This design comes from an exercise in tuning for small area, a short achievable clock period and few clock cycles on the open sky130 flow, not from production work.
The RTL was checked by simulation tests, not by an equivalence proof against the original design.
Power is estimated from default activity; no workload was simulated.

===== flow/run.sh =====
#!/bin/bash
# synth_recipe.tcl (not shown) runs the flow's synth.tcl, then flattens the netlist and writes it again
# the make line also repeats each setting of config.mk as NAME=value (left out here)
make -C /OpenROAD-flow-scripts/flow DESIGN_CONFIG=/design/flow/config.mk WORK_HOME=/design/flow/orfs CLKGATE_MAP_FILE= SYNTH_SCRIPT=/design/flow/synth_recipe.tcl finish

===== flow/constraint.sdc =====
create_clock -name core_clock -period 6.0 [get_ports {clk}]
set_input_delay 1.2000 -clock core_clock [delete_from_list [all_inputs] [get_ports {clk}]]
set_output_delay 1.2000 -clock core_clock [all_outputs]
set_load 0.01 [all_outputs]

===== flow/config.mk =====
export PLATFORM = sky130hd
export DESIGN_NAME = ww_dec
export DESIGN_NICKNAME = ww_dec
export VERILOG_FILES = /design/flow/design.v
export SDC_FILE = /design/flow/constraint.sdc
export NUM_CORES = 4
export LEC_CHECK = 0
export ABC_AREA = 1
export CAP_MARGIN = 20
export CORE_MARGIN = 2
export CORE_UTILIZATION = 40
export SETUP_SLACK_MARGIN = 2.8
export SLEW_MARGIN = 20
export SYNTH_MEMORY_MAX_BITS = 16384

===== flow/design.v =====
module ww_asc_rom (
    input  wire [10:0] a,
    output wire        l5,
    output wire        l6,
    output wire        l7,
    output wire        l10,
    output wire        l11,
    output wire        term,
    output reg  [7:0]  base
);
    assign l5 = (!a[10] && !a[9] && !a[8] && !a[7]) ||
                  (!a[10] && !a[9] && !a[8] && a[7] && !a[6]);
    assign l6 = (!a[10] && !a[9] && !a[8] && a[7] && a[6]) ||
                  (!a[10] && !a[9] && a[8]) ||
                  (!a[10] && a[9]) ||
                  (a[10] && !a[9]) ||
                  (a[10] && a[9] && !a[8] && !a[7]) ||
                  (a[10] && a[9] && !a[8] && a[7] && !a[6]) ||
                  (a[10] && a[9] && !a[8] && a[7] && a[6] && !a[5]);
    assign l7 = (a[10] && a[9] && !a[8] && a[7] && a[6] && a[5]) ||
                  (a[10] && a[9] && a[8] && !a[7]);
    assign l10 = (a[10] && a[9] && a[8] && a[7] && !a[6]) ||
                  (a[10] && a[9] && a[8] && a[7] && a[6] && !a[5]) ||
                  (a[10] && a[9] && a[8] && a[7] && a[6] && a[5] && !a[4]) ||
                  (a[10] && a[9] && a[8] && a[7] && a[6] && a[5] && a[4] && !a[3]) ||
                  (a[10] && a[9] && a[8] && a[7] && a[6] && a[5] && a[4] && a[3] && !a[2] && !a[1]);
    assign l11 = (a[10] && a[9] && a[8] && a[7] && a[6] && a[5] && a[4] && a[3] && !a[2] && a[1]) ||
                  (a[10] && a[9] && a[8] && a[7] && a[6] && a[5] && a[4] && a[3] && a[2]);
    assign term = (a[10] && a[9] && a[8] && a[7] && a[6] && a[5] && a[4] && a[3] && !a[2] && !a[1]);
    wire k_lt42 = (!a[6]) ||
               (a[6] && !a[5] && !a[4]) ||
               (a[6] && !a[5] && a[4] && !a[3] && !a[2]);
    wire k_lt49 = (!a[6]) ||
               (a[6] && !a[5]) ||
               (a[6] && a[5] && !a[4] && !a[3] && !a[2] && !a[1]);
    wire k_lt55 = (!a[6]) ||
               (a[6] && !a[5]) ||
               (a[6] && a[5] && !a[4] && !a[3]) ||
               (a[6] && a[5] && !a[4] && a[3] && !a[2]) ||
               (a[6] && a[5] && !a[4] && a[3] && a[2] && !a[1]);
    always @(*) begin
        base = 8'd0;
        if (l5)  base = 8'd120;
        if (l6)  base = a[10] ? 8'd65 : 8'd59;        
        if (l7)  base = 8'd194;                       
        if (l10) base = k_lt42 ? 8'd70 : k_lt49 ? 8'd80 : k_lt55 ? 8'd106 : 8'd132;
        if (l11) base = 8'd6;                         
    end
endmodule
module ww_fbc_rom (
    input  wire [10:0] a,
    output wire        l6,
    output wire        l7,
    output wire        l8,
    output wire        l9,
    output wire        l10,
    output wire        l11,
    output wire        term,
    output reg  [7:0]  base
);
    assign l6 = (!a[10] && !a[9]) ||
                  (!a[10] && a[9] && !a[8]) ||
                  (!a[10] && a[9] && a[8] && !a[7] && !a[6]);
    assign l7 = (!a[10] && a[9] && a[8] && !a[7] && a[6]) ||
                  (!a[10] && a[9] && a[8] && a[7]) ||
                  (a[10] && !a[9] && !a[8] && !a[7]) ||
                  (a[10] && !a[9] && !a[8] && a[7] && !a[6]) ||
                  (a[10] && !a[9] && !a[8] && a[7] && a[6] && !a[5]);
    assign l8 = (a[10] && !a[9] && !a[8] && a[7] && a[6] && a[5]) ||
                  (a[10] && !a[9] && a[8]) ||
                  (a[10] && a[9] && !a[8] && !a[7] && !a[6]) ||
                  (a[10] && a[9] && !a[8] && !a[7] && a[6] && !a[5] && !a[4] && !a[3]);
    assign l9 = (a[10] && a[9] && !a[8] && !a[7] && a[6] && !a[5] && !a[4] && a[3]) ||
                  (a[10] && a[9] && !a[8] && !a[7] && a[6] && !a[5] && a[4]) ||
                  (a[10] && a[9] && !a[8] && !a[7] && a[6] && a[5]) ||
                  (a[10] && a[9] && !a[8] && a[7]) ||
                  (a[10] && a[9] && a[8] && !a[7]) ||
                  (a[10] && a[9] && a[8] && a[7] && !a[6] && !a[5]) ||
                  (a[10] && a[9] && a[8] && a[7] && !a[6] && a[5] && !a[4]) ||
                  (a[10] && a[9] && a[8] && a[7] && !a[6] && a[5] && a[4] && !a[3]) ||
                  (a[10] && a[9] && a[8] && a[7] && !a[6] && a[5] && a[4] && a[3] && !a[2]);
    assign l10 = (a[10] && a[9] && a[8] && a[7] && !a[6] && a[5] && a[4] && a[3] && a[2] && !a[1]);
    assign l11 = (a[10] && a[9] && a[8] && a[7] && !a[6] && a[5] && a[4] && a[3] && a[2] && a[1]) ||
                  (a[10] && a[9] && a[8] && a[7] && a[6]);
    assign term = l10;
    wire c8_lt166 = (!a[10]) ||
               (a[10] && !a[9] && !a[8]) ||
               (a[10] && !a[9] && a[8] && !a[7] && !a[6] && !a[5]) ||
               (a[10] && !a[9] && a[8] && !a[7] && !a[6] && a[5] && !a[4]);
    wire k_lt238 = (!a[7]) ||
               (a[7] && !a[6]) ||
               (a[7] && a[6] && !a[5]) ||
               (a[7] && a[6] && a[5] && !a[4] && !a[3]) ||
               (a[7] && a[6] && a[5] && !a[4] && a[3] && !a[2]) ||
               (a[7] && a[6] && a[5] && !a[4] && a[3] && a[2] && !a[1]);
    wire k_lt245 = (!a[7]) ||
               (a[7] && !a[6]) ||
               (a[7] && a[6] && !a[5]) ||
               (a[7] && a[6] && a[5] && !a[4]) ||
               (a[7] && a[6] && a[5] && a[4] && !a[3] && !a[2]) ||
               (a[7] && a[6] && a[5] && a[4] && !a[3] && a[2] && !a[1] && !a[0]);
    wire k_lt251 = (!a[7]) ||
               (a[7] && !a[6]) ||
               (a[7] && a[6] && !a[5]) ||
               (a[7] && a[6] && a[5] && !a[4]) ||
               (a[7] && a[6] && a[5] && a[4] && !a[3]) ||
               (a[7] && a[6] && a[5] && a[4] && a[3] && !a[2] && !a[1]) ||
               (a[7] && a[6] && a[5] && a[4] && a[3] && !a[2] && a[1] && !a[0]);
    always @(*) begin
        base = 8'd0;
        if (l6)  base = 8'd97;
        if (l7)  base = 8'd13;                        
        if (l8)  base = c8_lt166 ? 8'd148 : 8'd55;    
        if (l9)  base = 8'd238;                       
        if (l11) base = k_lt238 ? 8'd66 : k_lt245 ? 8'd76 : k_lt251 ? 8'd102 : 8'd128;
    end
endmodule
module ww_dec #(
    parameter N = 24                   
) (
    input  wire        clk,
    input  wire        rst,
    input  wire        in_valid,
    input  wire [7:0]  in_data,
    output wire        in_ready,
    output wire        out_valid,
    input  wire        out_ready,
    output wire [1:0]  out_kind,
    output wire        out_end,
    output wire [31:0] out_data
);
    localparam [2:0] S_TAG  = 3'd0,    
                     S_ASC  = 3'd1,    
                     S_UTF  = 3'd2,    
                     S_RAW  = 3'd3,    
                     S_INTP = 3'd4,    
                     S_PAY  = 3'd5;    
    reg  [N-1:0] buf_q;
    reg  [4:0]   nb;
    reg  [2:0]   state;
    reg  [1:0]   pc;               
    reg          ov;
    reg  [1:0]   okind;
    reg          oend;
    reg  [7:0]   obyte;
    reg  [31:0]  count;            
    reg          fresh;            
    assign out_valid = ov;
    assign out_kind  = okind;
    assign out_end   = oend;
    assign out_data  = oend ? count : {24'd0, obyte};
    assign in_ready = (nb <= N - 8);
    wire take = in_valid && in_ready;
    wire go   = !ov || out_ready;
    wire [13:0] ge;
    genvar g;
    generate for (g = 0; g < 14; g = g + 1) begin : g_ge
        assign ge[g] = (nb >= g);
    end endgenerate
    wire [12:0] w = buf_q[N-1 -: 13];
    wire a_l5, a_l6, a_l7, a_l10, a_l11, a_term;
    wire [7:0] a_base;
    ww_asc_rom u_asc (.a(w[12:2]), .base(a_base), .term(a_term), .l5(a_l5), .l6(a_l6),
                      .l7(a_l7), .l10(a_l10), .l11(a_l11));
    wire f_l6, f_l7, f_l8, f_l9, f_l10, f_l11, f_term;
    wire [7:0] f_base;
    ww_fbc_rom u_fbc (.a(w[12:2]), .base(f_base), .term(f_term), .l6(f_l6), .l7(f_l7),
                      .l8(f_l8), .l9(f_l9), .l10(f_l10), .l11(f_l11));
    wire asc_st = (state == S_ASC);
    wire utf_st = (state == S_UTF);
    wire [6:0] lsel;           
    assign lsel[0] = asc_st && a_l5;
    assign lsel[1] = (asc_st && a_l6) || (utf_st && f_l6);
    assign lsel[2] = (asc_st && a_l7) || (utf_st && f_l7);
    assign lsel[3] = (utf_st && f_l8) || (state == S_RAW);
    assign lsel[4] = utf_st && f_l9;
    assign lsel[5] = asc_st && a_l10;
    assign lsel[6] = (asc_st && a_l11) || (utf_st && f_l11);
    wire [7:0] kfield = ({8{lsel[0]}} & {3'd0, w[12:8]}) |
                        ({8{lsel[1]}} & {2'd0, w[12:7]}) |
                        ({8{lsel[2]}} & {1'd0, w[12:6]})  |
                        ({8{lsel[3]}} & w[12:5]) |
                        ({8{lsel[4]}} & w[11:4]) |
                        ({8{lsel[5]}} & w[10:3]) |
                        ({8{lsel[6]}} & w[9:2]);
    wire [7:0] sbase = asc_st ? a_base : utf_st ? f_base : 8'd0;
    wire [7:0] sym = sbase + kfield;
    function [2:0] tag_len(input [2:0] t);
        tag_len = !t[2] ? 3'b001 : !t[1] ? 3'b010 : 3'b100;
    endfunction
    function [2:0] tag_st(input [2:0] t);
        tag_st = !t[2] ? S_ASC : !t[1] ? S_UTF : !t[0] ? S_RAW : S_INTP;
    endfunction
    wire [2:0] t_h = w[12:10];             
    wire [2:0] t_t = w[2:0];               
    wire [2:0] t_r = w[4:2];               
    wire       raw_end = (w[12:5] == 8'd0);
    reg  [13:0] sel;
    reg  [2:0]  st_full;       
    reg         beat;
    reg         bend;
    always @(*) begin
        sel     = 14'd0;
        st_full = state;
        beat    = 1'b0;
        bend    = 1'b0;
        case (state)
            S_TAG: begin
                sel[3:1] = tag_len(t_h);
                st_full  = tag_st(t_h);
            end
            S_ASC: begin
                beat = 1'b1;
                bend = a_term;
                if (a_term) begin
                    sel[13:11] = tag_len(t_t);
                    st_full    = tag_st(t_t);
                end else begin
                    sel[5]  = a_l5 && !(fresh && ov && oend);
                    sel[6]  = a_l6;
                    sel[7]  = a_l7;
                    sel[10] = a_l10;
                    sel[11] = a_l11;
                end
            end
            S_UTF: begin
                beat = 1'b1;
                bend = f_term;
                if (f_term) begin
                    sel[13:11] = tag_len(t_t);
                    st_full    = tag_st(t_t);
                end else begin
                    sel[6]  = f_l6;
                    sel[7]  = f_l7;
                    sel[8]  = f_l8;
                    sel[9]  = f_l9;
                    sel[11] = f_l11;
                end
            end
            S_RAW: begin
                beat = 1'b1;
                bend = raw_end;
                if (raw_end) begin
                    sel[11:9] = tag_len(t_r);
                    st_full   = tag_st(t_r);
                end else begin
                    sel[8] = 1'b1;
                end
            end
            S_INTP: begin
                beat    = !(w[12] && w[11]);
                bend    = 1'b1;
                sel[5]  = !w[12];
                sel[10] = w[12] && !w[11];
                sel[11] = w[12] && w[11];
                st_full = (w[12] && w[11]) ? S_PAY : S_TAG;
            end
            default: begin   
                beat    = (pc == 2'd0);
                bend    = 1'b1;
                sel[8]  = 1'b1;
                st_full = (pc == 2'd0) ? S_TAG : S_PAY;
            end
        endcase
    end
    wire text_st = (state == S_ASC) || (state == S_UTF) || (state == S_RAW);
    wire full = go && |(sel & ge);
    wire fb   = go && !full && text_st && bend && ((state == S_RAW) ? ge[8] : ge[10]);
    wire step = full || fb;
    wire [3:0] sh_lo;
    wire [3:0] sh_hi;
    genvar h;
    generate
        for (g = 0; g < 4; g = g + 1) begin : g_sh
            wire [13:0] ml, mh;
            for (h = 0; h < 14; h = h + 1) begin : g_m
                assign ml[h] = (h % 4 == g) ? sel[h] : 1'b0;
                assign mh[h] = (h / 4 == g) ? sel[h] : 1'b0;
            end
            assign sh_lo[g] = |ml;
            assign sh_hi[g] = |mh;
        end
    endgenerate
    wire [3:0] amt = {sh_hi[3] | sh_hi[2], sh_hi[3] | sh_hi[1], sh_lo[3] | sh_lo[2], sh_lo[3] | sh_lo[1]};
    wire [31:0] ival = (state == S_PAY) ? {count[23:0], w[12:5]} :
                       !w[12] ? {28'd0, w[11:8]} :
                       !w[11] ? {24'd0, w[10:3]} : {24'd0, w[9:2]};
    wire [31:0] cbase = fresh ? 32'd0 : count;
    wire [7:0] rot = {in_data, in_data} >> nb[2:0];    
    reg  [N-1:0] buf_in;
    integer i, k;
    always @(*) begin
        for (i = 0; i < N; i = i + 1) begin
            k = N - 1 - i;         
            if (take && (((k >> 3) == nb[4:3] && (k & 7) >= nb[2:0]) ||
                         ((k >> 3) == nb[4:3] + 2'd1 && (k & 7) < nb[2:0])))
                buf_in[i] = rot[7 - (k & 7)];
            else
                buf_in[i] = buf_q[i];
        end
    end
    wire [N-1:0] buf_s1 = ({N{sh_lo[0]}} & buf_in) | ({N{sh_lo[1]}} & (buf_in << 1)) |
                          ({N{sh_lo[2]}} & (buf_in << 2)) | ({N{sh_lo[3]}} & (buf_in << 3));
    wire [N-1:0] buf_sh = ({N{sh_hi[0]}} & buf_s1) | ({N{sh_hi[1]}} & (buf_s1 << 4)) |
                          ({N{sh_hi[2]}} & (buf_s1 << 8)) | ({N{sh_hi[3]}} & (buf_s1 << 12));
    wire [N-1:0] buf_fb = (state == S_RAW) ? (buf_in << 8) : (buf_in << 10);
    wire [4:0]   nb8    = nb + (take ? 5'd8 : 5'd0);
    wire [3:0]   amt_fb = (state == S_RAW) ? 4'd8 : 4'd10;
    always @(posedge clk) begin
        buf_q <= full ? buf_sh : fb ? buf_fb : buf_in;
        if (rst) begin
            nb    <= 5'd0;
            state <= S_TAG;
            ov    <= 1'b0;
            fresh <= 1'b1;
        end else begin
            nb <= full ? nb8 - {1'b0, amt} : fb ? nb8 - {1'b0, amt_fb} : nb8;
            if (go)
                ov <= step && beat;
            if (step) begin
                state <= full ? st_full : S_TAG;
                if (beat) begin
                    okind <= (state == S_ASC) ? 2'd0 :
                             (state == S_UTF) ? 2'd1 :
                             (state == S_RAW) ? 2'd2 : 2'd3;
                    oend  <= bend;
                    obyte <= sym;
                    fresh <= bend;
                end
                if (text_st) begin
                    if (beat)
                        count <= cbase + {31'd0, !bend};
                end else if (state != S_TAG)
                    count <= ival;
                if (state == S_INTP)
                    pc <= w[10] ? 2'd2 : 2'd0;
                else if (state == S_PAY)
                    pc <= pc - 2'd1;
            end
        end
    end
endmodule

==> results of run 1 <==
[cells by family (layout without fill, tap and decap cells)]
kind of cell | after synthesis | in the layout | share of synthesized area
AO/OA/AOI/OAI | 294 | 294 | 0.196
XOR/XNOR | 13 | 13 | 0.0132
adder cells (fa/ha/maj) | 19 | 19 | 0.0293
buffers and inverters | 263 | 374 | 0.123
flip-flops | 79 | 79 | 0.236
multiplexers | 3 | 3 | 0.00392
AND/OR/NAND/NOR | 819 | 822 | 0.399
[area by class of cell]
cell class | instances | area, µm²
sequential | 79 | 2090
timing repair buffer | 157 | 1410
timing repair inverter | 1 | 5.00
multi-input combinational | 1151 | 6270
tap | 275 | 344
clock inverter | 6 | 86.3
fill | 2083 | 9870
inverter | 200 | 795
clock buffer | 10 | 229
[worst max-delay path, stage by stage, from the launching register on]
cell,delay (ns)
dfxtp_4,0.39
clkinvlp_4,0.14
buf_4,0.15
buf_4,0.12
nand2_1,0.09
o21ai_2,0.08
nand2_2,0.10
nand2_4,0.09
inv_1,0.09
o22ai_1,0.07
a21oi_1,0.22
o2111ai_2,0.15
ha_1,0.36
a21oi_2,0.17
nand2_2,0.08
a21oi_2,0.14
nor2_2,0.06
nor2_1,0.08
nor2_1,0.06
nor2_1,0.09
inv_1,0.06
a21oi_2,0.13
xnor2_1,0.09
[placed cells by master (no fill, tap or decap), drive strengths merged, types with 6 or more instances in the layout]
master         count
clkbuf            10
o2111ai            6
nand2            477
inv              194
dfxtp             34
edfxtp            45
o221ai             7
a21oi             75
nand3             77
buf              109
o21ai            145
ha                17
xor2               8
nor3              22
clkinvlp           6
clkdlybuf4s50     47
o22ai             21
o211ai            12
nand4             29
nor2             205
[state kept, by name, summed over array words and instances (netlist names), 2 cells and up]
signal / flops
buf_q: 24
pc: 2
count: 32
nb: 5
okind: 2
state: 3
obyte: 8
[per-layer routing]
| metal | vias up | routed length [µm] | global-route usage |
|---|---|---|---|
| li1 | 5113 | - | - |
| met1 | 4891 | 13800 | 0.379 |
| met2 | 589 | 16200 | 0.505 |
| met3 | 139 | 3030 | 0.0434 |
| met4 | 0 | 1710 | 0.130 |
| met5 | - | 0 | 0 |
[per-stage QoR]
stage	worst slack, ns	total power, mW
floorplan	2.81	3.66
global placement	1.84	4.80
detailed placement	1.86	4.77
finish	2.73	6.40
global route	2.50	6.85
CTS	2.74	5.81
[power by group through the flow]
stage	registers, mW	clock network (mW)	logic (mW)
finish	1.06	0.614	4.73
global route	1.08	0.635	5.14
CTS	1.04	0.619	4.15
detailed placement	1.05	0	3.72
global placement	1.05	0	3.75
floorplan	0.879	0	2.78
[timing repair]
action	CTS	global route
pin swaps	28	50
endpoints found under the setup margin	110	95
hold buffers	0	0
setup buffers	60	44
cloned	3	1
hold endpoints to repair	0	0
gates resized for setup	117	133
[how the worst min path moves through the flow]
stage | from | endpoint | slack [ns] | cells past startpoint
after CTS | state[0] | state[0] | 0.54 | 2
after detailed placement | pc[0] | pc[0] | 0.55 | 1
after global placement | pc[0] | pc[0] | 0.55 | 1
final | state[0] | state[0] | 0.54 | 2
after global routing | state[0] | state[0] | 0.57 | 2
after floorplan | state[1] | state[1] | 0.51 | 2
==> qor.txt, run 1 <==
status - no timing/DRC/antenna violations
CTS tree - built
path depth of the worst reg2reg path - 22
clock sink count - 79
critical path class - reg2reg
Layout Cells excl Fill - 1879
crit end category - register
clock-pin slew on the worst setup and hold paths - 0.07 ns
setup_tns - 0 ns
fmax - 306 MHz
Slew Limit Fails - 0
Placer Congestion - 0.976
peak supply drop - 305 µV
Worst setup endpoint - obyte[7]
power share of the combinational group - 0.739
Layout area overhead - 30.1%
period utilization - 0.545
largest area contributor in the netlist - nand2_1
Antenna diodes - 0
Clk pwr share - 0.096
vias in the first global route - 9838
Initial Util - 0.409
async set-reset flop share out of synthesis - 0
Worst EP arrival - 3.37 ns
placement-stage cell area - 9200 µm²
Syn Area/Cell - 5.79 µm²
Synth area leaders - nand2_1 20%, edfxtp_1 16%, nor2_1 8.1%, dfxtp_1 7.9%, inv_1 7.6%
number of max-cap violations - 0
sw frac - 0.568
FF+latch count, synth - 79
fin crit period - 3.27 ns
num ports - 49
headroom to the max-slew limit - 0.338
number of flops mapped to enable cells by yosys - 45
layout cells sized above 1 - 0.209
worst r2r dst - obyte[7]
Detailed Routing Iterations Pass 1 - 6
Detail Route Antenna Nets - 0
dpl hpwl - 23.9 mm
worst hold-check path type - reg2reg
num rows - 53
Cell Area, Synth - 8630 µm²
Tot GR Track Use - 0.298
CP Launch Point - buf_q[21]
Int Pwr - 2.76 mW
Die Span X - 151 µm
yosys warns - 3
RSZ-0062 raised after global routing - yes
flop2flop setup slack - 2.73 ns
Seq/Total Area, Yosys - 0.236
pwr dens - 570 nW/µm²
largest net degree at the start of global routing - 39
Max Clock Skew - 0.00864 ns
crit-path max FO - 6
final core utilization - 0.532
Hold Slack - 0.544 ns
routed len/inst - 18.5 µm
final hold vios - 0
Synthesized Nets - 1521
predominant post-synthesis flop cell - edfxtp_1
number of H-tree levels - 3
antenna violations before repair - 0
RR Startpoint - buf_q[21]
first-pass GRT wire length - 52.6 mm
total gr overflow - 0
total CTS buffers - 9
Max clock buf depth - 2
Commonest cells post-synth - 464 x nand2_1, 187 x nor2_1, 175 x inv_1
leak pwr - 4.87 nW
# port buffers - 48
post-synth top area share - 0.202
nets - 1630
Detailed Route WL - 34.8 mm
Die Ht - 151 µm
core area - 21100 µm²
switching pwr - 3.64 mW
post-synthesis cell count - 1490
design area - 11200 µm²
crit start category - register
clk root buf - clkbuf_16
total die area - 22800 µm²
unique cell type count in the Yosys netlist - 54
dpl cells - 1755
Seq pwr share - 0.165
top-count cell post-synth - nand2_1
vias per cell - 5.71
endpoints failing setup - 0
CP Data Required Time - 6.10 ns
vias - 10732
Residual DRC - 0
Clock Latency Late Sink - 0.35 ns
1st-iter DRT viols - 1017
Slew @ Worst Pin - 0.992 ns
Testbench counts, summed over its fixed seeds: cycles 7,574.
==> run 2, diff against run 1 <==
--- a/flow/config.mk
+++ b/flow/config.mk
@@ -11,3 +11,3 @@
 export CORE_UTILIZATION = 40
-export SETUP_SLACK_MARGIN = 2.8
+export SETUP_SLACK_MARGIN = 2.6
 export SLEW_MARGIN = 20
==> qor.txt, run 2 <==
worst path cell trace - inv_4 -> buf_4 -> nand3_2 -> nand2_1 -> inv_2 -> nor2_2 -> inv_2 -> nor2_4 -> nand2_1 -> nand3_4 -> or2_2 -> ha_1 -> fa_1 -> o2111ai_1 -> nand3_1 -> nand2_1 -> nor2_1
fillers - 2232 (+7.2%)
Seq pwr share - 0.181 (+0.016)
commonest non-fill, non-tap cell in the layout - nand2_1
worst hold-check path type - reg2reg
Worst EP arrival - 3.60 ns (+0.23 ns)
number of flops mapped to enable cells by yosys - 45 (unchanged)
number of H-tree levels - 3 (unchanged)
critical path class - reg2reg
Hold Path Sink - state[0]
endpoints failing setup - 0 (unchanged)
Layout Cells excl Fill - 1824 (-2.9%)
Synthesized Nets - 1521 (unchanged)
top-count cell post-synth - nand2_1
period utilization - 0.560 (+0.0148)
crit-path max FO - 14 (+8)
cell mode on critical path - nand2_1
setup_tns - 0 ns (unchanged)
clock sink count - 79 (unchanged)
Layout area overhead - 19.8%
Hold Path Origin - state[0]
path depth of the worst reg2reg path - 17 (-23%)
clock-pin slew on the worst setup and hold paths - 0.06 ns (about the same)
final hold vios - 0 (unchanged)
worst path bufs/invs - 4 (-1)
Max clock buf depth - 2 (unchanged)
flop2flop setup slack - 2.64 ns (-0.09 ns)
peak supply drop - 299 µV (-2.0%)
Clock Latency Late Sink - 0.36 ns (about the same)
async set-reset flop share out of synthesis - 0 (unchanged)
predominant post-synthesis flop cell - edfxtp_1
worst setup margin - 2.64 ns (-0.0886 ns)
RR Startpoint - state[1]
CP max-delay cell - dfxtp_4
post-place setup slack - 1.81 ns (-0.0460 ns)
post-synth top area share - 0.202 (unchanged)
dpl hpwl - 24.5 mm (+2.5%)
vias per cell - 5.70 (-0.28%)
Detail Route Antenna Nets - 0 (unchanged)
Tot GR Track Use - 0.294 (-0.00399)
Detailed Routing Iterations Pass 1 - 7 (+1)
leak pwr - 4.49 nW (-7.9%)
nets - 1575 (-3.4%)
Commonest cells post-synth - 464 x nand2_1, 187 x nor2_1, 175 x inv_1
clk root buf - clkbuf_16
most frequent cells in the layout - 451 x nand2_1, 173 x nor2_1, 167 x inv_1
yosys warns - 3 (unchanged)
FF+latch count, synth - 79 (unchanged)
antenna violations before repair - 0 (unchanged)
RSZ-0062 raised after global routing - yes
vias in the first global route - 9336 (-5.1%)
total die area - 22800 µm² (unchanged)
number of max-cap violations - 0 (unchanged)
core area - 21100 µm² (unchanged)
Residual DRC - 0 (unchanged)
total CTS buffers - 9 (unchanged)
fmax - 298 MHz (-2.6%)
first-pass GRT wire length - 51.9 mm (-1.5%)
Die Span X - 151 µm (unchanged)
Slew Limit Fails - 0 (unchanged)
final core utilization - 0.490 (-0.0421)
Placer Congestion - 1.02 (+4.4%)
routed len/inst - 18.6 µm (+0.33%)
Die Ht - 151 µm (unchanged)
crit start category - register
Int Pwr - 2.51 mW (-9.1%)
1st-iter DRT viols - 993 (-2.4%)
unique cell type count in the Yosys netlist - 54 (unchanged)
layout cells sized above 1 - 0.143 (-0.0655)
sw frac - 0.578 (+0.00950)
hold depth - 2 (unchanged)
max FFs per register - 32 (unchanged)
status - no timing/DRC/antenna violations
total gr overflow - 0 (unchanged)
post-synthesis cell count - 1490 (unchanged)
max incr delay on CP - 0.41 ns (+0.02 ns)
multi-input logic area - 5870 µm² (-6.3%)
num ports - 49 (unchanged)
Cell Area, Synth - 8630 µm² (unchanged)
CP Data Required Time - 6.24 ns (+0.14 ns)
hold_buf cts - 0 (unchanged)
power share of the combinational group - 0.716 (-0.023)
# port buffers - 48 (unchanged)
Syn Area/Cell - 5.79 µm² (unchanged)
pwr dens - 576 nW/µm² (+0.96%)
crit end category - register
Reg area - 2080 µm² (-0.18%)
num rows - 53 (unchanged)
dpl cells - 1755 (unchanged)
CTS tree - built
vias - 10389 (-3.2%)
Seq/Total Area, Yosys - 0.236 (unchanged)
switching pwr - 3.44 mW (-5.5%)
Reg with most FFs - count
headroom to the max-slew limit - 0.356 (+0.0177)
Initial Util - 0.409 (unchanged)
Detailed Route WL - 33.9 mm (-2.6%)
fin crit period - 3.36 ns (+0.0886 ns)
largest area contributor in the netlist - nand2_1
Slew @ Worst Pin - 0.966 ns (-0.0265 ns)
cell depth of the worst setup path - 17 (-23%)
Antenna diodes - 0 (unchanged)
largest net degree at the start of global routing - 39 (unchanged)
biggest registers after layout - count x32, buf_q x24, obyte x8
Max Clock Skew - 0.0111 ns (+0.00246 ns)
CP delay by family, top - simple AND/OR/NAND/NOR gates
Clk pwr share - 0.103 (+0.007)
worst r2r dst - nb[4]
Synth area leaders - nand2_1 20%, edfxtp_1 16%, nor2_1 8.1%, dfxtp_1 7.9%, inv_1 7.6%
[run 2: changes by cell type in the layout (fill, tap and decap cells not counted), moves of 8 or more]
| cell | previous run | this run |
|---|---|---|
| o21ai_0 | 95 | 108 |
| nand2_1 | 441 | 451 |
| nor2_1 | 159 | 173 |
| buf_4 | 93 | 51 |
| buf_6 | 9 | 0 |
| nor2_4 | 21 | 10 |
| o21ai_1 | 34 | 26 |
[run 2: per-layer routing]
layer	global-route usage	up-vias	share of wire
met5	0	-	0
met4	0.134	0	0.047
met3	0.0364	121	0.080
met2	0.492	537	0.46
met1	0.380	4736	0.41
li1	-	4995	-
[run 2: logic make-up after synthesis]
family | share of synthesized area
compound gates | 0.196
mux | 0.00392
simple gates | 0.399
xor+xnor | 0.0132
buf+inv | 0.123
fa+ha+maj | 0.0293
flops | 0.236
[run 2: layout make-up]
class | instances | share of cell area
multi-input combinational | 1150 | 0.568
timing repair inverter | 1 | 0.000484
inverter | 200 | 0.0765
clock inverter | 5 | 0.00787
timing repair buffer | 103 | 0.0893
tap | 275 | 0.0333
clock buffer | 11 | 0.0225
sequential | 79 | 0.202
[run 2: worst max-delay path by stage]
stage	endpoint	startpoint	slack, ns
floorplan	count[0]	out_ready	2.72
global placement	count[28]	buf_q[23]	1.86
detailed placement	count[8]	out_ready	1.81
CTS	count[28]	buf_q[15]	2.60
global route	count[28]	buf_q[22]	2.48
finish	nb[4]	state[1]	2.64
[run 2: stage by stage]
| stage | power, mW | hold slack, ns | instance area, µm² |
|---|---|---|---|
| after global routing | 6.39 | 0.548 | 10300 |
| final | 5.95 | 0.538 | 10300 |
| after global placement | 4.78 | 0.549 | 9190 |
| after detailed placement | 4.77 | 0.557 | 9190 |
| after floorplan | 3.65 | 0.511 | 8640 |
| after CTS | 5.58 | 0.536 | 9850 |
[run 2: timing repair]
item                       4_1_cts  5_1_grt
gates resized for setup         54       79
setup endpoints to repair      103       81
gates cloned                     2        1
buffers inserted                22       28
pin swaps                        9       22
[run 2: power groups by stage]
stage	Combinational (mW)	Sequential (mW)	Clock [mW]
after floorplan	2.77	0.879	0
after global placement	3.74	1.04	0
after detailed placement	3.73	1.04	0
after CTS	3.93	1.04	0.613
after global routing	4.66	1.10	0.636
final	4.26	1.08	0.611
[run 2: tightest hold or removal path: stages (launching register included)]
cell	delay, ns
dfxtp_4	0.38
nand2_1	0.07
a21oi_1	0.05
==> run 3, diff against run 2 <==
--- a/flow/design.v
+++ b/flow/design.v
@@ -310,2 +310,9 @@
         buf_q <= full ? buf_sh : fb ? buf_fb : buf_in;
+        if (go) begin
+            okind <= (state == S_ASC) ? 2'd0 :
+                     (state == S_UTF) ? 2'd1 :
+                     (state == S_RAW) ? 2'd2 : 2'd3;
+            oend  <= bend;
+            obyte <= sym;
+        end
         if (rst) begin
@@ -321,10 +328,4 @@
                 state <= full ? st_full : S_TAG;
-                if (beat) begin
-                    okind <= (state == S_ASC) ? 2'd0 :
-                             (state == S_UTF) ? 2'd1 :
-                             (state == S_RAW) ? 2'd2 : 2'd3;
-                    oend  <= bend;
-                    obyte <= sym;
+                if (beat)
                     fresh <= bend;
-                end
                 if (text_st) begin
--- a/flow/config.mk
+++ b/flow/config.mk
@@ -11,3 +11,3 @@
 export CORE_UTILIZATION = 40
-export SETUP_SLACK_MARGIN = 2.6
+export SETUP_SLACK_MARGIN = 2.4
 export SLEW_MARGIN = 20
==> qor.txt, run 3 <==
first-pass GRT wire length - 49.8 mm (-4.0%)
Max Clock Skew - 0.00828 ns (-0.00281 ns)
Cell Area, Synth - 8540 µm² (-1.0%)
Tot GR Track Use - 0.283 (-0.0110)
Synthesized Nets - 1493 (-1.8%)
Max clock buf depth - 2 (unchanged)
Detailed Routing Iterations Pass 1 - 8 (+1)
commonest non-fill, non-tap cell in the layout - nand2_1
predominant post-synthesis flop cell - edfxtp_1
period utilization - 0.577 (+0.0168)
final hold vios - 0 (unchanged)
yosys warns - 3 (unchanged)
top-count cell post-synth - nand2_1
most frequent cells in the layout - 479 x nand2_1, 158 x inv_1, 137 x nor2_1
Clock Latency Late Sink - 0.35 ns (about the same)
largest net degree at the start of global routing - 41 (+5.1%)
Detailed Route WL - 32.3 mm (-4.7%)
# port buffers - 48 (unchanged)
Detail Route Antenna Nets - 0 (unchanged)
Die Ht - 150 µm (-0.51%)
headroom to the max-slew limit - 0.279 (-0.0770)
vias per cell - 5.67 (-0.53%)
num rows - 53 (unchanged)
status - no timing/DRC/antenna violations
fin crit period - 3.46 ns (+0.101 ns)
Slew Limit Fails - 0 (unchanged)
post-synth top area share - 0.214 (+0.0118)
Antenna diodes - 0 (unchanged)
Slew @ Worst Pin - 1.07 ns (+0.105 ns)
placement-stage cell area - 9120 µm² (-0.76%)
vias - 10017 (-3.6%)
largest area contributor in the netlist - nand2_1
number of H-tree levels - 3 (unchanged)
path depth of the worst reg2reg path - 23 (+6)
worst hold-check path type - reg2reg
crit end category - register
flop2flop setup slack - 2.54 ns (-0.10 ns)
leak pwr - 4.22 nW (-5.9%)
Die Span X - 150 µm (-0.51%)
vias in the first global route - 9133 (-2.2%)
number of flops mapped to enable cells by yosys - 45 (unchanged)
CP Data Required Time - 6.10 ns (-0.14 ns)
fillers - 2260 (+1.3%)
RR Startpoint - buf_q[19]
Seq/Total Area, Yosys - 0.238 (+0.00249)
max FFs per register - 32 (unchanged)
endpoints failing setup - 0 (unchanged)
dpl cells - 1731 (-1.4%)
FF+latch count, synth - 79 (unchanged)
antenna violations before repair - 0 (unchanged)
routed len/inst - 18.3 µm (-1.6%)
crit start category - register
peak supply drop - 381 µV (+27%)
Hold Path Origin - state[2]
post-synthesis cell count - 1462 (-1.9%)
clock-pin slew on the worst setup and hold paths - 0.06 ns (about the same)
pwr dens - 526 nW/µm² (-8.7%)
setup_tns - 0 ns (unchanged)
dpl hpwl - 24.0 mm (-2.0%)
RSZ-0062 raised after global routing - yes
num ports - 49 (unchanged)
fmax - 289 MHz (-2.9%)
clock sink count - 79 (unchanged)
worst r2r dst - obyte[7]
total gr overflow - 0 (unchanged)
Hold Slack - 0.533 ns (-0.00469 ns)
layout cells sized above 1 - 0.0978 (-0.0455)
hold depth - 2 (unchanged)
biggest registers after layout - count x32, buf_q x24, obyte x8
total die area - 22500 µm² (-1.0%)
critical path class - reg2reg
Syn Area/Cell - 5.84 µm² (+0.85%)
Hold Path Sink - state[2]
unique cell type count in the Yosys netlist - 50 (-7.4%)
Reg with most FFs - count
Synth area leaders - nand2_1 21%, edfxtp_1 16%, dfxtp_1 8.0%, inv_1 7.3%, o21ai_0 6.4%
design area - 9780 µm² (-5.4%)
Commonest cells post-synth - 486 x nand2_1, 165 x inv_1, 142 x nor2_1
crit-path max FO - 10 (-4)
nets - 1519 (-3.6%)
Placer Congestion - 0.990 (-2.9%)
CTS tree - built
Layout area overhead - 14.5%
core area - 21000 µm² (-0.63%)
Worst EP arrival - 3.56 ns (-0.04 ns)
clk root buf - clkbuf_16
total CTS buffers - 9 (unchanged)
async set-reset flop share out of synthesis - 0 (unchanged)
Residual DRC - 0 (unchanged)
Layout Cells excl Fill - 1768 (-3.1%)
1st-iter DRT viols - 1067 (+7.5%)
Initial Util - 0.407 (-0.00171)
number of max-cap violations - 0 (unchanged)
Pwr Total - 5.14 mW (-14%)
==> run 3: changes by cell type in the layout (fill, tap and decap cells not counted), moves of 8 or more <==
| cell | delta |
|---|---|
| nand3_1 | +23 |
| o21ai_2 | -8 |
| nor3_1 | +10 |
| o21ai_1 | -10 |
| nand4_1 | +13 |
| inv_1 | -9 |
| nor2_1 | -36 |
| buf_4 | -28 |
| inv_2 | -8 |
| nand2_1 | +28 |
==> run 3: per-stage QoR <==
stage	util	setup slack [ns]
2_1_floorplan	-	2.51
6_report	0.467	2.54
3_3_place_gp	0.435	1.75
4_1_cts	0.451	2.35
5_1_grt	0.467	2.24
3_5_place_dp	0.435	1.68
==> run 3: cell families after synthesis <==
family                     synth area share
AOI/OAI and AO/OA                     0.183
adders and majority gates            0.0296
muxes                               0.00132
DFF                                   0.238
and+or+nand+nor                       0.421
buffers and inverters                 0.114
xor gates and xnor gates             0.0123
==> run 3: per-layer routing <==
metal | up-vias | part of all wire | wire [µm] | global-route usage
met4 | 0 | 0.044 | 1430 | 0.137
li1 | 4900 | - | - | -
met1 | 4513 | 0.42 | 13600 | 0.374
met5 | - | 0 | 0 | 0
met2 | 508 | 0.46 | 14800 | 0.466
met3 | 96 | 0.075 | 2420 | 0.0265
==> run 3: critical path: stages (launching register included) <==
cell,delay [ns]
dfxtp_4,0.37
buf_4,0.18
nand3_1,0.13
nor2_1,0.05
nor2_1,0.15
nand2_1,0.13
nand2_2,0.12
nand2_2,0.09
inv_2,0.11
o221ai_1,0.14
nor4_2,0.36
inv_1,0.08
ha_1,0.30
nand3_1,0.09
nand2_1,0.09
a21oi_2,0.12
inv_1,0.05
a21oi_2,0.15
nor2_1,0.05
nor2_1,0.08
inv_1,0.04
a21oi_1,0.14
nand3b_1,0.12
nand2_1,0.06
==> run 3: timing repair <==
action | 4_1_cts | 5_1_grt
hold buffers | 0 | 0
buffers inserted | 1 | 19
endpoints found under the setup margin | 75 | 67
gates resized for setup | 28 | 50
pin swaps | 0 | 5
gates cloned | 0 | 1
==> run 3: worst max path at each step <==
| stage | start | end |
|---|---|---|
| 3_5_place_dp | buf_q[19] | obyte[7] |
| 5_1_grt | buf_q[19] | obyte[7] |
| 4_1_cts | state[0] | obyte[7] |
| 2_1_floorplan | out_ready | count[0] |
| 3_3_place_gp | buf_q[19] | obyte[7] |
| 6_report | buf_q[19] | obyte[7] |
==> run 3: report_power, final <==
group,internal [mW],switching [mW],total (mW)
Sequential,0.806,0.230,1.04
Combinational,1.05,2.53,3.58
Clock,0.279,0.244,0.523
Total,2.14,3.00,5.14
==> run 3: final cells by class <==
cell class	instances	area, µm²	area share
multi-input combinational	1144	5710	0.584
sequential	79	2080	0.212
inverter	181	706	0.0722
timing repair buffer	73	676	0.0691
tap	275	344	0.0352
clock buffer	10	229	0.0234
clock inverter	6	36.3	0.00371
Testbench counts of run 3, summed over its fixed seeds: cycles 7,574.
==> run 4, diff against run 3 <==
--- a/flow/config.mk
+++ b/flow/config.mk
@@ -11,3 +11,3 @@
 export CORE_UTILIZATION = 40
-export SETUP_SLACK_MARGIN = 2.4
+export SETUP_SLACK_MARGIN = 2.6
 export SLEW_MARGIN = 20
==> qor.txt, run 4 <==
number of H-tree levels - 3 (unchanged)
first-pass GRT wire length - 49.3 mm (-0.96%)
worst path bufs/invs - 3 (-2)
Residual DRC - 0 (unchanged)
1st-iter DRT viols - 1071 (+0.37%)
setup_tns - 0 ns (unchanged)
Syn Area/Cell - 5.84 µm² (unchanged)
vias in the first global route - 9141 (+0.088%)
worst hold-check path type - reg2reg
Placer Congestion - 0.971 (-1.9%)
clock-pin slew on the worst setup and hold paths - 0.07 ns (about the same)
layout cells sized above 1 - 0.125 (+0.0268)
period utilization - 0.569 (-0.00786)
Initial Util - 0.407 (unchanged)
fin crit period - 3.41 ns (-0.0472 ns)
Cell Area, Synth - 8540 µm² (unchanged)
cell mode on critical path - nand2_1
Slew Limit Fails - 0 (unchanged)
multi-input logic area - 5810 µm² (+1.7%)
GRT busiest layer - met2
num ports - 49 (unchanged)
headroom to the max-slew limit - 0.333 (+0.0545)
endpoints failing setup - 0 (unchanged)
Die Span X - 150 µm (unchanged)
Max Clock Skew - 0.0112 ns (+0.00288 ns)
Die Ht - 150 µm (unchanged)
unique cell type count in the Yosys netlist - 50 (unchanged)
number of flops mapped to enable cells by yosys - 45 (unchanged)
hold_buf cts - 0 (unchanged)
fillers - 2237 (-1.0%)
vias per cell - 5.77 (+1.8%)
Layout Cells excl Fill - 1776 (+0.45%)
CP delay by family, top - compound AO/OA/AOI/OAI gates
max incr delay on CP - 0.42 ns (+0.05 ns)
Detail Route Antenna Nets - 0 (unchanged)
CP Data Required Time - 6.11 ns (about the same)
CTS tree - built
Commonest cells post-synth - 486 x nand2_1, 165 x inv_1, 142 x nor2_1
# port buffers - 48 (unchanged)
Synth area leaders - nand2_1 21%, edfxtp_1 16%, dfxtp_1 8.0%, inv_1 7.3%, o21ai_0 6.4%
total die area - 22500 µm² (unchanged)
dpl cells - 1729 (-0.12%)
Clock Latency Late Sink - 0.36 ns (about the same)
predominant post-synthesis flop cell - edfxtp_1
num rows - 53 (unchanged)
crit-path max FO - 9 (-1)
worst setup margin - 2.59 ns (+0.0472 ns)
met1 Use GR - 0.369 (-0.00417)
total CTS buffers - 9 (unchanged)
RSZ-0062 raised after global routing - yes
max FFs per register - 32 (unchanged)
critical path class - reg2reg
commonest non-fill, non-tap cell in the layout - nand2_1
routing usage on met2 - 0.458 (-0.00799)
number of max-cap violations - 0 (unchanged)
FF+latch count, synth - 79 (unchanged)
status - no timing/DRC/antenna violations
vias - 10241 (+2.2%)
CP max-delay cell - dfxtp_4
Max clock buf depth - 2 (unchanged)
clock sink count - 79 (unchanged)
peak supply drop - 255 µV (-33%)
fmax - 293 MHz (+1.4%)
pwr dens - 536 nW/µm² (+1.9%)
biggest registers after layout - count x32, buf_q x24, obyte x8
post-place setup slack - 1.79 ns (+0.106 ns)
worst path cell trace - clkinv_1 -> o211ai_1 -> nand2_1 -> o21ai_0 -> a22oi_2 -> ha_1 -> a21oi_1 -> nand2_1 -> a21oi_1 -> inv_1 -> a21oi_2 -> nor2_1 -> nor2_1 -> inv_1 -> a21oi_2 -> nand3b_1 -> nand2_1
Pwr Total - 5.38 mW (+4.8%)
post-synthesis cell count - 1462 (unchanged)
core area - 21000 µm² (unchanged)
largest net degree at the start of global routing - 41 (unchanged)
Detailed Route WL - 32.4 mm (+0.27%)
Reg with most FFs - count
most frequent cells in the layout - 475 x nand2_1, 151 x inv_1, 131 x nor2_1
Slew @ Worst Pin - 0.999 ns (-0.0716 ns)
Detailed Routing Iterations Pass 1 - 5 (-3)
total gr overflow - 0 (unchanged)
antenna violations before repair - 0 (unchanged)
Seq/Total Area, Yosys - 0.238 (unchanged)
dpl hpwl - 23.8 mm (-0.82%)
top-count cell post-synth - nand2_1
Hold Slack - 0.524 ns (-0.00964 ns)
Tot GR Track Use - 0.281 (-0.00215)
crit end category - register
async set-reset flop share out of synthesis - 0 (unchanged)
routed len/inst - 18.2 µm (-0.18%)
M3 GR Usage - 0.0244 (-0.00213)
nets - 1527 (+0.53%)
Synthesized Nets - 1493 (unchanged)
Antenna diodes - 0 (unchanged)
crit start category - register
yosys warns - 3 (unchanged)
Layout area overhead - 17.7%
post-synth top area share - 0.214 (unchanged)
largest area contributor in the netlist - nand2_1
final hold vios - 0 (unchanged)
leak pwr - 4.31 nW (+2.2%)
clk root buf - clkbuf_16
Reg area - 2090 µm² (+0.48%)
Worst EP arrival - 3.52 ns (-0.04 ns)
## run 4: cell counts after synthesis
No cell type changed its count.
## run 4: routing by layer
metal	up-vias	share of wire
met5	-	0
met4	0	0.051
met3	106	0.080
met2	521	0.46
met1	4680	0.41
li1	4934	-
## run 4: metrics by stage
| stage | utilization | cell area [µm²] |
|---|---|---|
| global placement | 0.435 | 9110 |
| global route | 0.479 | 10000 |
| CTS | 0.456 | 9560 |
| floorplan | - | 8550 |
| finish | 0.479 | 10000 |
| detailed placement | 0.435 | 9110 |
## run 4: final timing paths
kind | cells past startpoint | end | from | slack [ns]
max reg2reg | 17 | obyte[7] | buf_q[15] | 2.59
max | 17 | obyte[7] | buf_q[15] | 2.59
min | 2 | state[2] | state[2] | 0.52
min reg2reg | 2 | state[2] | state[2] | 0.52
## run 4: final cells by class
cell class | instances | share of cell area
clock buffer | 9 | 0.0224
timing repair buffer | 80 | 0.0746
tap | 275 | 0.0342
inverter | 181 | 0.0720
clock inverter | 7 | 0.0108
multi-input combinational | 1144 | 0.578
timing repair inverter | 1 | 0.000498
sequential | 79 | 0.208
## run 4: what timing repair did
action,4_1_cts,5_1_grt
setup endpoints to repair,84,77
pin swaps,1,8
resized for setup,36,92
gates cloned,0,2
setup buffers,2,27
hold endpoints to repair,0,0
## run 4: logic make-up (layout without fill, tap and decap cells)
logic type | after synthesis | in the layout | synth area share
compound gates | 275 | 275 | 0.183
buf+inv | 240 | 278 | 0.114
fa+ha+maj | 19 | 19 | 0.0296
mux | 1 | 1 | 0.00132
simple gates | 836 | 837 | 0.421
flops | 79 | 79 | 0.238
xor+xnor | 12 | 12 | 0.0123
## run 4: tightest hold or removal path: cells and delay by family (launching register included)
family / cells / cell delay, ns
compound gates: 1 / 0.05
simple gates: 1 / 0.07
flops: 1 / 0.38
## run 4: report_power, final
group / internal [mW] / leakage (nW) / switching (mW)
sequential: 0.810 / 0.731 / 0.252
clock: 0.375 / 0.164 / 0.264
combinational: 1.12 / 3.42 / 2.56
total: 2.31 / 4.31 / 3.08
==> run 5, diff against run 4 <==
--- a/flow/design.v
+++ b/flow/design.v
@@ -284,2 +284,4 @@
     wire [3:0] amt = {sh_hi[3] | sh_hi[2], sh_hi[3] | sh_hi[1], sh_lo[3] | sh_lo[2], sh_lo[3] | sh_lo[1]};
+    wire [3:0] amt_fb  = (state == S_RAW) ? 4'd8 : 4'd10;
+    wire [3:0] amt_all = full ? amt : fb ? amt_fb : 4'd0;
     wire [31:0] ival = (state == S_PAY) ? {count[23:0], w[12:5]} :
@@ -301,11 +303,5 @@
     end
-    wire [N-1:0] buf_s1 = ({N{sh_lo[0]}} & buf_in) | ({N{sh_lo[1]}} & (buf_in << 1)) |
-                          ({N{sh_lo[2]}} & (buf_in << 2)) | ({N{sh_lo[3]}} & (buf_in << 3));
-    wire [N-1:0] buf_sh = ({N{sh_hi[0]}} & buf_s1) | ({N{sh_hi[1]}} & (buf_s1 << 4)) |
-                          ({N{sh_hi[2]}} & (buf_s1 << 8)) | ({N{sh_hi[3]}} & (buf_s1 << 12));
-    wire [N-1:0] buf_fb = (state == S_RAW) ? (buf_in << 8) : (buf_in << 10);
     wire [4:0]   nb8    = nb + (take ? 5'd8 : 5'd0);
-    wire [3:0]   amt_fb = (state == S_RAW) ? 4'd8 : 4'd10;
     always @(posedge clk) begin
-        buf_q <= full ? buf_sh : fb ? buf_fb : buf_in;
+        buf_q <= buf_in << amt_all;
         if (go) begin
--- a/flow/config.mk
+++ b/flow/config.mk
@@ -11,3 +11,3 @@
 export CORE_UTILIZATION = 40
-export SETUP_SLACK_MARGIN = 2.6
+export SETUP_SLACK_MARGIN = 2.7
 export SLEW_MARGIN = 20
==> qor.txt, run 5 <==
number of max-cap violations - 0 (unchanged)
total gr overflow - 0 (unchanged)
CP max-delay cell - edfxtp_1
top-count cell post-synth - nand2_1
vias per cell - 5.62 (-2.6%)
RSZ-0062 raised after global routing - yes
Max Clock Skew - 0.0125 ns (+0.00138 ns)
crit start category - register
status - no timing/DRC/antenna violations
CP Launch Point - buf_q[23]
Synth area leaders - edfxtp_1 17%, nand2_1 17%, dfxtp_1 8.0%, inv_1 7.2%, nand3_1 6.7%
CP Data Required Time - 6.09 ns (-0.02 ns)
unique cell type count in the Yosys netlist - 55 (+10%)
Slew @ Worst Pin - 0.976 ns (-0.0231 ns)
headroom to the max-slew limit - 0.348 (+0.0154)
Worst EP arrival - 3.53 ns (about the same)
layout cells sized above 1 - 0.209 (+0.0841)
pwr dens - 567 nW/µm² (+5.8%)
vias in the first global route - 8924 (-2.4%)
cell mode on critical path - buf_4
# port buffers - 48 (unchanged)
crit end category - register
setup_tns - 0 ns (unchanged)
CP delay by family, top - buffers and inverters
clock sink count - 79 (unchanged)
Clock Latency Late Sink - 0.36 ns (about the same)
yosys warns - 3 (unchanged)
biggest registers after layout - count x32, buf_q x24, obyte x8
routed len/inst - 17.9 µm (-1.7%)
Cell Area, Synth - 8260 µm² (-3.3%)
dpl hpwl - 21.1 mm (-11%)
crit-path max FO - 4 (-5)
Placer Congestion - 0.982 (+1.1%)
Commonest cells post-synth - 366 x nand2_1, 158 x inv_1, 135 x nor2_1
largest area contributor in the netlist - edfxtp_1
leak pwr - 4.66 nW (+7.9%)
num ports - 49 (unchanged)
async set-reset flop share out of synthesis - 0 (unchanged)
Residual DRC - 0 (unchanged)
Seq/Total Area, Yosys - 0.247 (+0.00929)
predominant post-synthesis flop cell - edfxtp_1
Reg with most FFs - count
most frequent cells in the layout - 352 x nand2_1, 143 x inv_1, 112 x nor2_1
Initial Util - 0.408 (+0.000657)
num rows - 52 (-1.9%)
clock-pin slew on the worst setup and hold paths - 0.07 ns (about the same)
Antenna diodes - 0 (unchanged)
endpoints failing setup - 0 (unchanged)
Slew Limit Fails - 0 (unchanged)
post-synthesis cell count - 1340 (-8.3%)
max incr delay on CP - 0.44 ns (+0.02 ns)
Syn Area/Cell - 6.16 µm² (+5.5%)
antenna violations before repair - 0 (unchanged)
fillers - 2054 (-8.2%)
Die Span X - 148 µm (-1.6%)
Worst setup endpoint - count[4]
path depth of the worst reg2reg path - 25 (+8)
RR Startpoint - buf_q[23]
final hold vios - 0 (unchanged)
worst path bufs/invs - 13 (+10)
nets - 1473 (-3.5%)
Synthesized Nets - 1371 (-8.2%)
max FFs per register - 32 (unchanged)
multi-input logic area - 5770 µm² (-0.65%)
Detailed Route WL - 30.8 mm (-4.9%)
core area - 20200 µm² (-3.4%)
Detail Route Antenna Nets - 0 (unchanged)
Max clock buf depth - 2 (unchanged)
vias - 9647 (-5.8%)
cell depth of the worst setup path - 25 (+8)
post-synth top area share - 0.167 (-0.0464)
worst r2r dst - count[4]
period utilization - 0.573 (+0.00419)
fmax - 291 MHz (-0.73%)
number of flops mapped to enable cells by yosys - 46 (+2.2%)
Reg area - 2090 µm² (+0.12%)
worst hold-check path type - reg2reg
Die Ht - 148 µm (-1.6%)
Detailed Routing Iterations Pass 1 - 8 (+3)
total CTS buffers - 9 (unchanged)
Layout area overhead - 27.4%
first-pass GRT wire length - 47.4 mm (-3.9%)
1st-iter DRT viols - 881 (-18%)
CTS tree - built
clk root buf - clkbuf_16
critical path class - reg2reg
largest net degree at the start of global routing - 42 (+2.4%)
number of H-tree levels - 3 (unchanged)
Tot GR Track Use - 0.274 (-0.00769)
total die area - 21800 µm² (-3.2%)
flop2flop setup slack - 2.56 ns (-0.03 ns)
Pwr Total - 5.96 mW (+11%)
FF+latch count, synth - 79 (unchanged)
commonest non-fill, non-tap cell in the layout - nand2_1
peak supply drop - 379 µV (+48%)
fin crit period - 3.44 ns (+0.0251 ns)
==> run 5: changes by cell type in the layout (fill, tap and decap cells not counted), sizes merged, moves of 8 or more <==
cell    previous run  this run
nand3            101       128
nor3              27        18
o21a               0         8
buf               32        95
o211ai            18         5
o21ai            127       104
nand2            496       377
==> run 5: final cells by class <==
cell class                      count  area share
Clock inverter                      6     0.00880
Sequential cell                    79       0.199
Tap cell                          270      0.0321
Clock buffer                       10      0.0218
Inverter                          187      0.0715
Multi-Input combinational cell   1022       0.548
Timing Repair Buffer              143       0.119
==> run 5: worst min-delay path: cells and delay by family (launching register included) <==
family           cells  cell delay, ns
AND/OR/NAND/NOR      1            0.07
AO/OA/AOI/OAI        1            0.06
flip-flops           1            0.36
==> run 5: how the worst min path moves through the flow <==
stage                     slack [ns]     start        to  depth (start not counted)
after global routing            0.56  state[2]  state[2]                          2
after detailed placement        0.53  state[2]  state[2]                          2
after CTS                       0.52  state[2]  state[2]                          2
final                           0.53  state[2]  state[2]                          2
after floorplan                 0.50  state[2]  state[2]                          2
after global placement          0.53  state[2]  state[2]                          2
==> run 5: stage by stage <==
stage	instance area, µm²	hold slack [ns]	worst slack (ns)	std cells	utilization
after floorplan	8270	0.502	2.77	1340	-
after global placement	8790	0.535	1.57	1607	0.434
after detailed placement	8790	0.535	1.60	1607	0.434
after CTS	9820	0.525	2.60	1682	0.486
after global routing	10500	0.563	2.46	1717	0.520
final	10500	0.529	2.56	1717	0.520
==> run 5: routing by layer <==
layer  share of wire  track usage
met5               0            0
met4           0.033       0.0899
met3           0.079       0.0454
met2            0.46        0.452
met1            0.42        0.365
==> run 5: cell families after synthesis <==
kind of cell,share of synthesized area
flops,0.247
mux,0.00500
compound gates,0.179
xor+xnor,0.0138
fa+ha+maj,0.0306
simple gates,0.397
buf+inv,0.127
==> run 5: report_power, final <==
part           internal [mW]  switching (mW)
combinational           1.43            2.80
clock                  0.368           0.253
sequential             0.842           0.264
==> run 5: repair_timing <==
action,in CTS,in global routing
endpoints found under the setup margin,102,86
pin swaps,16,45
gates cloned,2,2
setup buffers,57,33
gates resized for setup,80,119
hold buffers,0,0
Testbench counts of run 5, summed over its fixed seeds: cycles 7,574.
==> run 6, diff against run 5 <==
--- a/flow/config.mk
+++ b/flow/config.mk
@@ -11,3 +11,3 @@
 export CORE_UTILIZATION = 40
-export SETUP_SLACK_MARGIN = 2.7
+export SETUP_SLACK_MARGIN = 2.5
 export SLEW_MARGIN = 20
==> qor.txt, run 6 <==
endpoints failing setup - 0 (unchanged)
multi-input logic area - 5620 µm² (-2.6%)
worst hold-check path type - reg2reg
# port buffers - 48 (unchanged)
Synthesized Nets - 1371 (unchanged)
most frequent cells in the layout - 354 x nand2_1, 147 x inv_1, 117 x nor2_1
crit-path max FO - 7 (+3)
CTS tree - built
Worst EP arrival - 2.21 ns (-1.32 ns)
fmax - 293 MHz (+0.73%)
Tot GR Track Use - 0.266 (-0.00731)
headroom to the max-slew limit - 0.385 (+0.0361)
Detailed Routing Iterations Pass 1 - 6 (-2)
period utilization - 0.569 (-0.00414)
leak pwr - 4.48 nW (-3.9%)
post-synth top area share - 0.167 (unchanged)
num rows - 52 (unchanged)
status - no timing/DRC/antenna violations
Initial Util - 0.408 (unchanged)
Clk pwr share - 0.107 (+0.003)
hold_buf cts - 0 (unchanged)
num ports - 49 (unchanged)
number of H-tree levels - 3 (unchanged)
Slew @ Worst Pin - 0.922 ns (-0.0541 ns)
yosys warns - 3 (unchanged)
dpl hpwl - 21.1 mm (unchanged)
critical path class - reg2out
Detailed Route WL - 30.4 mm (-1.3%)
largest net degree at the start of global routing - 42 (unchanged)
crit start category - register
setup_tns - 0 ns (unchanged)
crit end category - primary output
layout cells sized above 1 - 0.174 (-0.0345)
clk root buf - clkbuf_16
total gr overflow - 0 (unchanged)
Max Clock Skew - 0.00981 ns (-0.00273 ns)
total die area - 21800 µm² (unchanged)
Reg area - 2080 µm² (-0.24%)
Layout area overhead - 22.5%
fillers - 2103 (+2.4%)
Detail Route Antenna Nets - 0 (unchanged)
Cell Area, Synth - 8260 µm² (unchanged)
Placer Congestion - 0.982 (unchanged)
core area - 20200 µm² (unchanged)
commonest non-fill, non-tap cell in the layout - nand2_1
met2 wire len - 14.2 mm (-0.83%)
Syn Area/Cell - 6.16 µm² (unchanged)
largest area contributor in the netlist - edfxtp_1
FF+latch count, synth - 79 (unchanged)
top layer in use - met4
unique cell type count in the Yosys netlist - 55 (unchanged)
clock sink count - 79 (unchanged)
power share of the combinational group - 0.702 (-0.008)
first-pass GRT wire length - 46.3 mm (-2.3%)
total CTS buffers - 9 (unchanged)
number of flops mapped to enable cells by yosys - 46 (unchanged)
biggest registers after layout - count x32, buf_q x24, obyte x8
peak supply drop - 380 µV (+0.25%)
final core utilization - 0.500 (-0.0200)
met3 WL - 2.42 mm (-0.58%)
Clock Latency Late Sink - 0.35 ns (about the same)
met1 WL - 12.9 mm (-0.56%)
Commonest cells post-synth - 366 x nand2_1, 158 x inv_1, 135 x nor2_1
Antenna diodes - 0 (unchanged)
CP Data Required Time - 4.80 ns (-1.29 ns)
post-synthesis cell count - 1340 (unchanged)
RSZ-0062 raised after global routing - yes
Die Ht - 148 µm (unchanged)
nets - 1444 (-2.0%)
Die Span X - 148 µm (unchanged)
Residual DRC - 0 (unchanged)
fin crit period - 3.41 ns (-0.0249 ns)
routed len/inst - 18.0 µm (+0.40%)
number of max-cap violations - 0 (unchanged)
async set-reset flop share out of synthesis - 0 (unchanged)
pwr dens - 575 nW/µm² (+1.5%)
Int Pwr - 2.55 mW (-3.7%)
Max clock buf depth - 2 (unchanged)
vias in the first global route - 8748 (-2.0%)
1st-iter DRT viols - 768 (-13%)
sw frac - 0.562 (+0.00586)
Synth area leaders - edfxtp_1 17%, nand2_1 17%, dfxtp_1 8.0%, inv_1 7.2%, nand3_1 6.7%
Seq/Total Area, Yosys - 0.247 (unchanged)
antenna violations before repair - 0 (unchanged)
final hold vios - 0 (unchanged)
Slew Limit Fails - 0 (unchanged)
top-count cell post-synth - nand2_1
Reg with most FFs - count
vias - 9580 (-0.69%)
max FFs per register - 32 (unchanged)
switching pwr - 3.27 mW (-1.3%)
clock-pin slew on the worst setup and hold paths - 0.07 ns (about the same)
vias per cell - 5.68 (+1.0%)
Seq pwr share - 0.191 (+0.005)
predominant post-synthesis flop cell - edfxtp_1
[run 6: final timing paths]
check	startpoint	endpoint	slack, ns	cells past startpoint
max	nb[4]	in_ready	2.59	5
min	state[2]	state[2]	0.54	2
max reg2reg	buf_q[23]	count[28]	2.61	24
min reg2reg	state[2]	state[2]	0.54	2
[run 6: power groups by stage]
stage          Combinational, mW  Sequential [mW]  Clock [mW]
5_1_grt                     4.51             1.13       0.648
4_1_cts                     3.71             1.09       0.627
3_5_place_dp                3.54             1.09           0
3_3_place_gp                3.54             1.09           0
6_report                    4.09             1.11       0.622
2_1_floorplan               2.81            0.916           0
[run 6: cell families after synthesis]
logic type / after synthesis / synth area share
DFF: 79 / 0.247
AOI/OAI and AO/OA: 258 / 0.179
and+or+nand+nor: 724 / 0.397
adders and majority gates: 19 / 0.0306
muxes: 4 / 0.00500
xor gates and xnor gates: 13 / 0.0138
buffers and inverters: 243 / 0.127
[run 6: final cells by class]
class | instances | share of cell area
Multi-Input combinational cell | 1023 | 0.556
Sequential cell | 79 | 0.206
Timing Repair Buffer | 113 | 0.0981
Inverter | 187 | 0.0747
Tap cell | 270 | 0.0334
Clock buffer | 10 | 0.0226
Clock inverter | 6 | 0.00916
[run 6: worst max-delay path, stage by stage (launching register included)]
cell and delay [ns]:
dfxtp_1 0.54, inv_1 0.20, nor2_2 0.28, nand2_1 0.15
nand2_1 0.13, clkdlybuf4s50_1 0.56
[run 6: through the flow]
step	setup slack, ns	hold WS, ns	power [mW]	instances	cell area [µm²]
floorplan	2.77	0.502	3.73	1340	8270
global route	2.42	0.577	6.28	1688	10100
CTS	2.45	0.519	5.43	1656	9520
detailed placement	1.60	0.535	4.63	1607	8790
finish	2.59	0.545	5.82	1688	10100
global placement	1.57	0.535	4.63	1607	8790
[run 6: timing repair]
item | in CTS | in global routing
gates cloned | 1 | 4
pin swaps | 12 | 31
setup endpoints to repair | 94 | 80
resized for setup | 49 | 97
hold endpoints to repair | 0 | 0
setup buffers | 32 | 28
[run 6: routing by layer]
metal,vias to the layer above,GRT usage
met3,69,0.0373
met2,460,0.438
met5,-,0
met1,4410,0.359
met4,0,0.0928
li1,4641,-
==> run 7, diff against run 6 <==
--- a/flow/design.v
+++ b/flow/design.v
@@ -118,3 +118,3 @@
 module ww_dec #(
-    parameter N = 24                   
+    parameter N = 26                   
 ) (
--- a/flow/config.mk
+++ b/flow/config.mk
@@ -10,3 +10,3 @@
 export CORE_MARGIN = 2
-export CORE_UTILIZATION = 40
+export CORE_UTILIZATION = 60
 export SETUP_SLACK_MARGIN = 2.5
==> qor.txt, run 7 <==
status - no timing/DRC/antenna violations
vias in the first global route - 8759 (+0.13%)
Cell Area, Synth - 8340 µm² (+1.0%)
unique cell type count in the Yosys netlist - 53 (-3.6%)
commonest non-fill, non-tap cell in the layout - nand2_1
Int Pwr - 2.52 mW (-1.1%)
Commonest cells post-synth - 369 x nand2_1, 177 x inv_1, 129 x nand3_1
async set-reset flop share out of synthesis - 0 (unchanged)
yosys warns - 3 (unchanged)
Reg area - 2120 µm² (+1.7%)
fin crit period - 3.43 ns (+0.0212 ns)
clock sink count - 81 (+2.5%)
post-synth top area share - 0.166 (-0.00126)
num rows - 43 (-17%)
antenna violations before repair - 0 (unchanged)
Synth area leaders - nand2_1 17%, edfxtp_1 17%, dfxtp_1 8.4%, inv_1 8.0%, nand3_1 7.7%
Detail Route Antenna Nets - 0 (unchanged)
Slew @ Worst Pin - 1.00 ns (+0.0796 ns)
RR Startpoint - buf_q[24]
post-synthesis cell count - 1380 (+3.0%)
total die area - 14900 µm² (-32%)
num ports - 49 (unchanged)
total CTS buffers - 9 (unchanged)
Reg with most FFs - count
crit-path max FO - 32 (+25)
biggest registers after layout - count x32, buf_q x26, obyte x8
vias - 10096 (+5.4%)
Max clock buf depth - 2 (unchanged)
Slew Limit Fails - 0 (unchanged)
Placer Congestion - 0.993 (+1.2%)
switching pwr - 3.36 mW (+2.6%)
nets - 1461 (+1.2%)
number of H-tree levels - 3 (unchanged)
Layout area overhead - 17.4%
hold_buf cts - 0 (unchanged)
Syn Area/Cell - 6.04 µm² (-1.9%)
peak supply drop - 414 µV (+8.8%)
dpl hpwl - 19.7 mm (-6.7%)
Worst EP arrival - 3.47 ns (+1.26 ns)
number of flops mapped to enable cells by yosys - 46 (unchanged)
max FFs per register - 32 (unchanged)
critical path class - in2reg
predominant post-synthesis flop cell - edfxtp_1
Tot GR Track Use - 0.374 (+0.108)
setup_tns - 0 ns (unchanged)
clk root buf - clkbuf_16
fmax - 291 MHz (-0.62%)
final hold vios - 0 (unchanged)
Seq pwr share - 0.192 (about the same)
sw frac - 0.571 (+0.00901)
fillers - 1191 (-43%)
FF+latch count, synth - 81 (+2.5%)
final core utilization - 0.714 (+0.214)
Pwr Total - 5.87 mW (+0.97%)
layout cells sized above 1 - 0.128 (-0.0467)
Hold Path Origin - state[1]
first-pass GRT wire length - 43.8 mm (-5.3%)
1st-iter DRT viols - 1240 (+61%)
post-place setup slack - 1.60 ns (-0.00787 ns)
headroom to the max-slew limit - 0.331 (-0.0531)
CTS tree - built
RSZ-0062 raised after global routing - yes
max incr delay on CP - 0.48 ns (-0.08 ns)
Initial Util - 0.608 (+0.200)
CP Data Required Time - 6.04 ns (+1.24 ns)
clock-pin slew on the worst setup and hold paths - 0.06 ns (about the same)
Detailed Route WL - 29.2 mm (-3.9%)
largest area contributor in the netlist - nand2_1
Max Clock Skew - 0.00924 ns (-0.000573 ns)
Antenna diodes - 0 (unchanged)
number of max-cap violations - 0 (unchanged)
## run 7: critical path: cells and delay by family
family | cells | cell delay (ns)
buffers and inverters | 5 | 1.21
AO/OA/AOI/OAI | 1 | 0.14
AND/OR/NAND/NOR | 5 | 0.89
## run 7: metal layers
metal,up-vias,global-route usage,wire (µm)
met4,0,0.215,1920
met3,170,0.0609,3130
met2,691,0.623,13400
met1,4513,0.458,10700
li1,4722,-,-
met5,-,0,0
## run 7: power by group through the flow
| stage | Combinational (mW) | Sequential, mW | Clock, mW |
|---|---|---|---|
| finish | 4.18 | 1.13 | 0.561 |
| global route | 4.59 | 1.14 | 0.587 |
| CTS | 3.77 | 1.09 | 0.558 |
| detailed placement | 3.63 | 1.10 | 0 |
| global placement | 3.61 | 1.10 | 0 |
| floorplan | 2.91 | 0.920 | 0 |
## run 7: kinds of logic after synthesis
group | Yosys count | share of synthesized area
adder cells (fa/ha/maj) | 19 | 0.0303
multiplexers | 3 | 0.00405
AO/OA/AOI/OAI | 271 | 0.184
flip-flops | 81 | 0.250
AND/OR/NAND/NOR | 736 | 0.392
XOR/XNOR | 12 | 0.0126
buffers and inverters | 258 | 0.128
## run 7: what timing repair did
item / 4_1_cts / 5_1_grt
endpoints found under the hold margin: 0 / 0
pin swaps: 4 / 14
gates resized for setup: 41 / 64
setup buffers: 13 / 29
setup endpoints to repair: 85 / 76
cloned: 1 / 5
## run 7: final timing paths
path / endpoint / slack [ns] / depth (start not counted)
worst min register to register: state[1] / 0.53 / 2
worst max-delay path: count[0] / 2.57 / 11
worst max register to register: obyte[7] / 2.63 / 21
worst min-delay path: state[1] / 0.53 / 2
## run 7: area by class of cell
| type | instances | area share |
|---|---|---|
| timing repair inverter | 2 | 0.00153 |
| clock inverter | 7 | 0.00626 |
| multi-input combinational | 1044 | 0.560 |
| sequential | 81 | 0.216 |
| timing repair buffer | 97 | 0.0909 |
| tap | 180 | 0.0230 |
| inverter | 195 | 0.0787 |
| clock buffer | 9 | 0.0230 |
Testbench counts of run 7, summed over its fixed seeds: cycles 7,393.

## separate check: timing with driven ports
In the flow no input, the clock included, has a driving cell. The finished layouts below were timed again as built, in two steps. Step 1 sets driving cells, clkbuf_16 on the clock port and buf_2 on the other inputs (assumed; they add their load-dependent delay and slew). Step 2, shift: input delay + t, output delay - t, t = (earliest + latest rising clock arrival at the registers) / 2. This alone moves slack from input paths to output paths. Three values: no drivers, after step 1, after step 2; two values: the first two.
run | t, ns | slack for setup (ns)
run 1 | 0.395 | 2.730 / 2.730 / 2.515
run 2 | 0.397 | 2.642 / 2.642 / 2.384
run 3 | 0.397 | 2.541 / 2.541 / 2.296
run 4 | 0.398 | 2.588 / 2.588 / 2.335
run 5 | 0.401 | 2.563 / 2.563 / 2.453
run 6 | 0.397 | 2.588 / 2.540 / 2.438
run 7 | 0.402 | 2.567 / 2.587 / 2.185
After both steps every run listed still meets setup and hold.
